This design comes from an exercise in tuning for small area, a short achievable clock period and few clock cycles per item on the open sky130 flow, not from production work. At most, simulation tests tie the RTL to the original design; equivalence was not proved. Power figures rest on the tool's default switching activity, not on a simulated workload.

== job 3968 ==
Design xb64_engine, start of the top module:
module xb64_engine (
    input  wire        clk,
    input  wire        rst,
    input  wire        cmd_valid,
    output wire        cmd_ready,
    input  wire [2:0]  cmd_op,
    input  wire [4:0]  cmd_klen,
    input  wire [7:0]  cmd_tlen,
    input  wire        in_valid,
    output wire        in_ready,
    input  wire [7:0]  in_data,
    output wire        out_valid,
    input  wire        out_ready,
    output wire [7:0]  out_data,
    output wire        done,
    output wire [2:0]  err_code,
    output wire [15:0] err_info
);
export LEC_CHECK = 0
export CAP_MARGIN = 20
export CORE_MARGIN = 2
export CORE_UTILIZATION = 40
export CTS_BUF_LIST = sky130_fd_sc_hd__clkbuf_16
export CTS_CLUSTER_DIAMETER = 80
export CTS_CLUSTER_SIZE = 30
export SLEW_MARGIN = 20
create_clock -name core_clock -period 10.0 [get_ports {clk}]
standard.sh (not shown) runs the stock make flow with config.mk's settings and CLKGATE_MAP_FILE= SYNTH_SCRIPT=/design/flow/synth_recipe.tcl, a recipe that flattens the netlist after the stock synthesis.
==> flow/flow/run.sh <==
#!/bin/bash
# The standard layout, with plain buffers on the ports, repair_timing
# aiming for extra setup slack, and a flatter clock tree.  Each tool's output
# goes to the ORFS logs; make's own output goes to standard.log here.
set -euo pipefail
export BUFFER_PORTS_ARGS="-buffer_cell sky130_fd_sc_hd__buf_2"
export SETUP_SLACK_MARGIN=7.0
export CTS_ARGS="-sink_clustering_enable -repair_clock_nets -sink_clustering_size 30 -sink_clustering_max_diameter 80 -buf_list sky130_fd_sc_hd__clkbuf_16 -sink_clustering_levels 1"
bash standard.sh > standard.log 2>&1
No stage failed in job 3968, and the final checks on the layout all came back clean.
Testbench counts of job 3968, summed over its fixed seeds: cycles 27,994, bytes 23,804.
Edits applied to the flow inputs when going from job 3968 to job 1962:
- a change of CORE_UTILIZATION from 40 to 60
==> flow/flow/run.sh <==
#!/bin/bash
# The standard layout, with plain buffers on the ports (instead of the
# delay-cell buffers the resizer picks by default) and repair_timing aiming
# for extra setup slack.  Each tool's output goes to the ORFS logs; make's
# own output goes to standard.log here.
set -euo pipefail
export BUFFER_PORTS_ARGS="-buffer_cell sky130_fd_sc_hd__buf_2"
export SETUP_SLACK_MARGIN=7.0
bash standard.sh > standard.log 2>&1
## What came out
- Job 3968 -> job 1962: routed wire length decreased by a few percent
- The sequential share of layout area reported for job 1962 is greater than that of job 3968 by 0.80 points.
- Re total power consumption of the routed design: job 3968 was higher than job 1962.
- Job 1962 vs job 3968 — height of the chip dropped about 18%.
- Number of nets in the synthesized netlist: job 1962 vs job 3968 identical
- From job 3968 to job 1962 the numbers moved as follows: per-cell via count in the routed design saw an increase, clock buffer count saw an increase, achievable clock frequency saw little to no change.
- Job 3968 leaves less setup margin than job 1962.
- Going from job 3968 to job 1962, half-perimeter wire length after placement shrinks by 310 um.
- Looking at worst setup path startpoint, the o[6] result is from job 3968; the o[3] one comes from job 1962.
Modified inputs, job 2354 compared to job 1962
- swapping 60 for 40 in CORE_UTILIZATION
-- flow/flow/run.sh --
<<< job 1962, line 8
export SETUP_SLACK_MARGIN=7.0
>>> job 2354, line 8
export SETUP_SLACK_MARGIN=6.8
==> comparison <==
Job 2354 — count of fill cells added during filler insertion about 80% higher, job 1962 as reference. Job 1962 → job 2354: standard-cell row count +22%; number of cells on the worst reg-to-reg path -3; sequential share of cell area has decreased; total CTS buffers went up; smallest setup slack after layout fell 0.068 ns. [compare] base=job 1962 new=job 2354: count of placed standard cells in the final layout, fillers left out now larger, minimum period implied by the final worst setup slack now sits higher, register-to-register slack down 0.03 ns. Job 2354 ends up with a share of total power in combinational logic that is 1.2 points lower than in job 1962. The worst hold slack after final layout on job 2354 is in line with that on job 1962. Cell with the biggest individual delay on the critical path = edfxtp_1: job 1962; cell with the biggest individual delay on the critical path = dfxtp_1: job 2354.
--- input diff job 2354..job 6226 ---
-- flow/flow/run.sh --
<<< job 2354, line 8
export SETUP_SLACK_MARGIN=6.8
>>> job 6226, line 8
export SETUP_SLACK_MARGIN=7.0
Results
- In job 6226 the total power turned out about 1.7% lower than in job 2354.
- [job 6226] clock-buffer cell count fell 3 relative to job 2354
- In the tables for job 2354 and job 6226, worst setup slack after placement reads lower with job 2354.
- Delta (job 6226 minus job 2354): clock latency on the worst-skew pair now sits lower, proportion of layout cells with a drive suffix above 1 now sits higher, sequential cell area in the final layout now sits higher.
What job 8794 does differently from job 6226 at the input level:
-- flow/flow/run.sh --
<<< job 6226, line 8
export SETUP_SLACK_MARGIN=7.0
>>> job 8794, line 8
export SETUP_SLACK_MARGIN=6.9
Results
- The lower synthesis-to-layout area growth came out of job 8794.
- Compare job 8794 and job 6226 | core utilization of the finished layout higher: job 6226
- On job 8794: clock power share is 0.7 points lower than what job 6226 gave.
- Minimum setup slack in the final design: job 8794 > job 6226
- The lower non-clock buffer count came out of job 8794.
- Against job 6226, job 8794 reports a combined area of the multi-input logic cells that is lower.
- Compare job 8794 and job 6226 | total power of the final layout higher: job 6226
- On instance count on the critical path, the higher figure sits with job 8794, not job 6226.
The inputs of job 4111 differ from those of job 8794 as listed below.
-- flow/flow/run.sh --
<<< job 8794, line 8
export SETUP_SLACK_MARGIN=6.9
>>> job 4111, line 8
export SETUP_SLACK_MARGIN=7.2
==> summary.txt <==
met2 usage in global routing in job 4111 is 0.74 points above job 8794. Going from job 8794 to job 4111, overall track demand over capacity in global routing increased 0.24 points; combinational group share of total power +1.4 points; number of logic stages on the critical path including buffering fell 11; multi-input logic portion of the cell area essentially unchanged; clock network area share barely changed. Compared with job 8794, number of ordinary and repair buffers in the finished layout in job 4111 increased by more than a quarter. In the reports for job 4111 and job 8794, the larger critical-path maximum fanout belongs to job 8794.

xb64_engine, a different RTL version from the one above (not shown whole).
Size in the first run: roughly 1300 cells after synthesis, about 60 I/O pins, about 0.016 sq mm of cells after synthesis.
## xb64_engine
module xb64_engine (
    input  wire        clk,
    input  wire        rst,
    input  wire        cmd_valid,
    output wire        cmd_ready,
    input  wire [2:0]  cmd_op,
    input  wire [4:0]  cmd_klen,
    input  wire [7:0]  cmd_tlen,
    input  wire        in_valid,
    output wire        in_ready,
    input  wire [7:0]  in_data,
    output wire        out_valid,
    input  wire        out_ready,
    output wire [7:0]  out_data,
    output wire        done,
    output wire [2:0]  err_code,
    output wire [15:0] err_info
);
==> flow/config.mk <==
export PLATFORM = sky130hd
export DESIGN_NAME = xb64_engine
export DESIGN_NICKNAME = xb64_engine
export VERILOG_FILES = /design/flow/design.v
export SDC_FILE = /design/flow/constraint.sdc
export NUM_CORES = 4
export LEC_CHECK = 0
export ABC_CLOCK_PERIOD_IN_PS = 3000
export CAP_MARGIN = 20
export CORE_MARGIN = 2
export CORE_UTILIZATION = 40
export SETUP_SLACK_MARGIN = 5
export SLEW_MARGIN = 20
==> flow/constraint.sdc <==
create_clock -name core_clock -period 10.0 [get_ports {clk}]
set_input_delay 2.0000 -clock core_clock [delete_from_list [all_inputs] [get_ports {clk}]]
set_output_delay 2.0000 -clock core_clock [all_outputs]
set_load 0.01 [all_outputs]
run.sh (not shown) runs the stock make flow with config.mk's settings and CLKGATE_MAP_FILE= SYNTH_SCRIPT=/design/flow/synth_recipe.tcl, a recipe that flattens the netlist after the stock synthesis.
Stock flow here: none of the scripts above is used.
The starting point ran to the end with no violations.
Rerun with:
--- a/flow/config.mk
+++ b/flow/config.mk
@@ -7,3 +7,2 @@
 export LEC_CHECK = 0
-export ABC_CLOCK_PERIOD_IN_PS = 3000
 export CAP_MARGIN = 20
@@ -11,3 +10,2 @@
 export CORE_UTILIZATION = 40
-export SETUP_SLACK_MARGIN = 5
 export SLEW_MARGIN = 20
- hold slack stays flat
- worst setup slack got worse by 0.098 ns
- maximum frequency is lower by 2.1%
- power is about the same
- wire length barely changes
- area after synthesis is unchanged
Function was not checked in any run of this note: the RTL went through the layout flow alone.

## run A
xb64_engine, a different RTL version from the one above (not shown whole).
For scale: roughly 1,300 cells after synthesis, ~400 flip-flops, ~60 I/O pins, about 15,000 um2 of cells after synthesis.
export LEC_CHECK = 0
export CAP_MARGIN = 20
export CORE_MARGIN = 2
export CORE_UTILIZATION = 40
export CTS_BUF_LIST = sky130_fd_sc_hd__clkbuf_16
export CTS_CLUSTER_DIAMETER = 80
export CTS_CLUSTER_SIZE = 30
export SLEW_MARGIN = 20
create_clock -name core_clock -period 10.0 [get_ports {clk}]
standard.sh (not shown) runs the stock make flow with config.mk's settings and CLKGATE_MAP_FILE= SYNTH_SCRIPT=/design/flow/synth_recipe.tcl, a recipe that flattens the netlist after the stock synthesis.
==> flow/flow/run.sh <==
#!/bin/bash
# The standard layout, with plain buffers on the ports, repair_timing
# aiming for extra setup slack, and clock tree options.  Each tool's output
# goes to the ORFS logs; make's own output goes to standard.log here.
set -euo pipefail
export BUFFER_PORTS_ARGS="-buffer_cell sky130_fd_sc_hd__buf_2"
export SETUP_SLACK_MARGIN=6.9
export CTS_ARGS="-sink_clustering_enable -repair_clock_nets -sink_clustering_size 30 -sink_clustering_max_diameter 80 -buf_list sky130_fd_sc_hd__clkbuf_16 -distance_between_buffers 1000 -branching_point_buffers_distance 1000"
bash standard.sh > standard.log 2>&1
Run A finished every step from synthesis to the final layout, and the layout passed the timing, design-rule and antenna checks.
Testbench counts of run A, summed over its fixed seeds: cycles 27,994, bytes 23,804.
Relative to run A, the following input files were edited for run B:
--- a/flow/flow/run.sh
+++ b/flow/flow/run.sh
@@ -8 +8 @@
-export CTS_ARGS="-sink_clustering_enable -repair_clock_nets -sink_clustering_size 30 -sink_clustering_max_diameter 80 -buf_list sky130_fd_sc_hd__clkbuf_16 -distance_between_buffers 1000 -branching_point_buffers_distance 1000"
+export CTS_ARGS="-sink_clustering_enable -repair_clock_nets -sink_clustering_size 30 -sink_clustering_max_diameter 80 -buf_list sky130_fd_sc_hd__clkbuf_16 -num_static_layers 1"
==> summary.txt <==
Result: PASS for each of run B and run A. Met3 demand-to-capacity share in global routing (run B over run A): increase, 0.23 points. As far as area share of fa/ha/maj cells after synthesis goes, run B and run A are indistinguishable; the numbers are identical. Reported for run B and run A, post-cts hold buffer count turned out identical to the last digit. Share of cell area taken by multi-input logic gates essentially unchanged between run A and run B. Comparing run A with run B, the total power draw came out essentially unchanged. The run with more setup slack is run A; run B has less. From run A to run B the numbers moved as follows: total wirelength of the detailed-routed design barely changed; met1 demand-to-capacity share in global routing barely changed; cell count after synthesis barely changed; shortest clock period the worst path allows after layout climbed 0.0035 ns.
Here is what was changed in the inputs of run C compared with run B.
==> flow/flow/run.sh <==
#!/bin/bash
# The standard layout, with plain buffers on the ports (instead of the
# delay-cell buffers the resizer picks by default) and repair_timing aiming
# for extra setup slack.  Each tool's output goes to the ORFS logs; make's
# own output goes to standard.log here.
set -euo pipefail
export BUFFER_PORTS_ARGS="-buffer_cell sky130_fd_sc_hd__buf_2"
export SETUP_SLACK_MARGIN=6.9
bash standard.sh > standard.log 2>&1
### Flow results
Re final-report hold violation count: no difference whatsoever between run B and run C. Comparing run C against run B, there is no change at all in maximum number of pins on one net before global-route repair. Of run C and run B, the lower setup slack of the most critical reg-to-reg path belongs to run C. Wire length of run C is on par with run B. Looking at run C and run B, the achievable frequency is a wash. Compared run B against run C; global-route usage within noise. Delta (run C minus run B): final critical delay including setup and external delays shows a reduction of 0.0035 ns; slew at the pin closest to its max-slew limit now sits at about the same level; power per cell area about even.
Input-level comparison between run D and run C:
# run C
export LEC_CHECK = 0
export CAP_MARGIN = 20
export CORE_MARGIN = 2
export CORE_UTILIZATION = 40
export CTS_BUF_LIST = sky130_fd_sc_hd__clkbuf_16
export CTS_CLUSTER_DIAMETER = 80
export CTS_CLUSTER_SIZE = 30
export SLEW_MARGIN = 20
create_clock -name core_clock -period 10.0 [get_ports {clk}]
# run D
export LEC_CHECK = 0
export CAP_MARGIN = 20
export CORE_MARGIN = 2
export CORE_UTILIZATION = 40
export CTS_BUF_LIST = sky130_fd_sc_hd__clkbuf_16
export CTS_CLUSTER_DIAMETER = 80
export CTS_CLUSTER_SIZE = 30
export SLEW_MARGIN = 20
export TNS_END_PERCENT = 10
create_clock -name core_clock -period 10.0 [get_ports {clk}]
[summary]
Per the comparison of run D with run C, initial antenna violation count essentially unchanged, longest individual stage delay on the worst path increased 0.23 ns, share of the clock period used by the worst path after layout increased 0.32 points.
When run D is set beside run C, its worst-case headroom to the max-slew limit turns out to be 1.7 points larger.
Combinational cell fraction of total power for run D: 0.7 points down relative to run C
Relative to run C, peak clock frequency supported by timing decreased by about 1% in run D.
Detailed-route vias per instance: run C vs run D — no meaningful difference
Compared with run C, run D ends up with less cell area.
The worst setup slack of run D was inferior to that of run C.
Summary of run D over run C: cell depth of the worst flop-to-flop path shows an increase of 3, areal power density over the cells higher.

re-timing with driven ports:
How much do the figures lean on ideal ports? The routed layouts below were timed once more, with nothing changed but the port constraints.
Step 1: set_driving_cell puts a clkbuf_16 on clk and a buf_2 on each other input, an assumption about the parent block.
Step 2 also shifts input and output timing later by t, the mid clock arrival at the registers, as if the neighbouring blocks saw the same clock.
a / b / c = ideal / step 1 / step 2; a / b = the first two.
run	t (ns)	slack for setup (ns)	hold WS [ns]	latest minus earliest clock arrival (ns)
job 3968	0.574	6.939 / 6.888 / 6.464	0.321 / 0.321 / 0.321	0.040 / 0.040
job 1962	0.571	6.947 / 6.899 / 6.425	0.341 / 0.341 / 0.341	0.028 / 0.028
job 2354	0.593	6.879 / 6.828 / 6.378	0.341 / 0.341 / 0.341	0.041 / 0.041
job 6226	0.574	6.939 / 6.888 / 6.464	0.321 / 0.321 / 0.321	0.040 / 0.040
job 8794	0.585	6.950 / 6.899 / 6.441	0.344 / 0.344 / 0.344	0.024 / 0.023
job 4111	0.579	6.957 / 6.905 / 6.485	0.345 / 0.345 / 0.345	0.023 / 0.022
the first run of note 2	0.621	5.352 / 5.380 / 4.760	0.336 / 0.336 / 0.336	0.025 / 0.025
the second run of note 2	0.621	5.253 / 5.282 / 4.661	0.336 / 0.336 / 0.336	0.026 / 0.025
run A	0.581	6.863 / 6.810 / 6.427	0.346 / 0.346 / 0.346	0.033 / 0.033
run B	0.581	6.859 / 6.808 / 6.432	0.346 / 0.346 / 0.346	0.034 / 0.033
run C	0.581	6.863 / 6.810 / 6.427	0.346 / 0.346 / 0.346	0.033 / 0.033
run D	0.581	6.831 / 6.845 / 6.284	0.344 / 0.344 / 0.344	0.030 / 0.030
After both steps setup and hold are still met in every run listed.
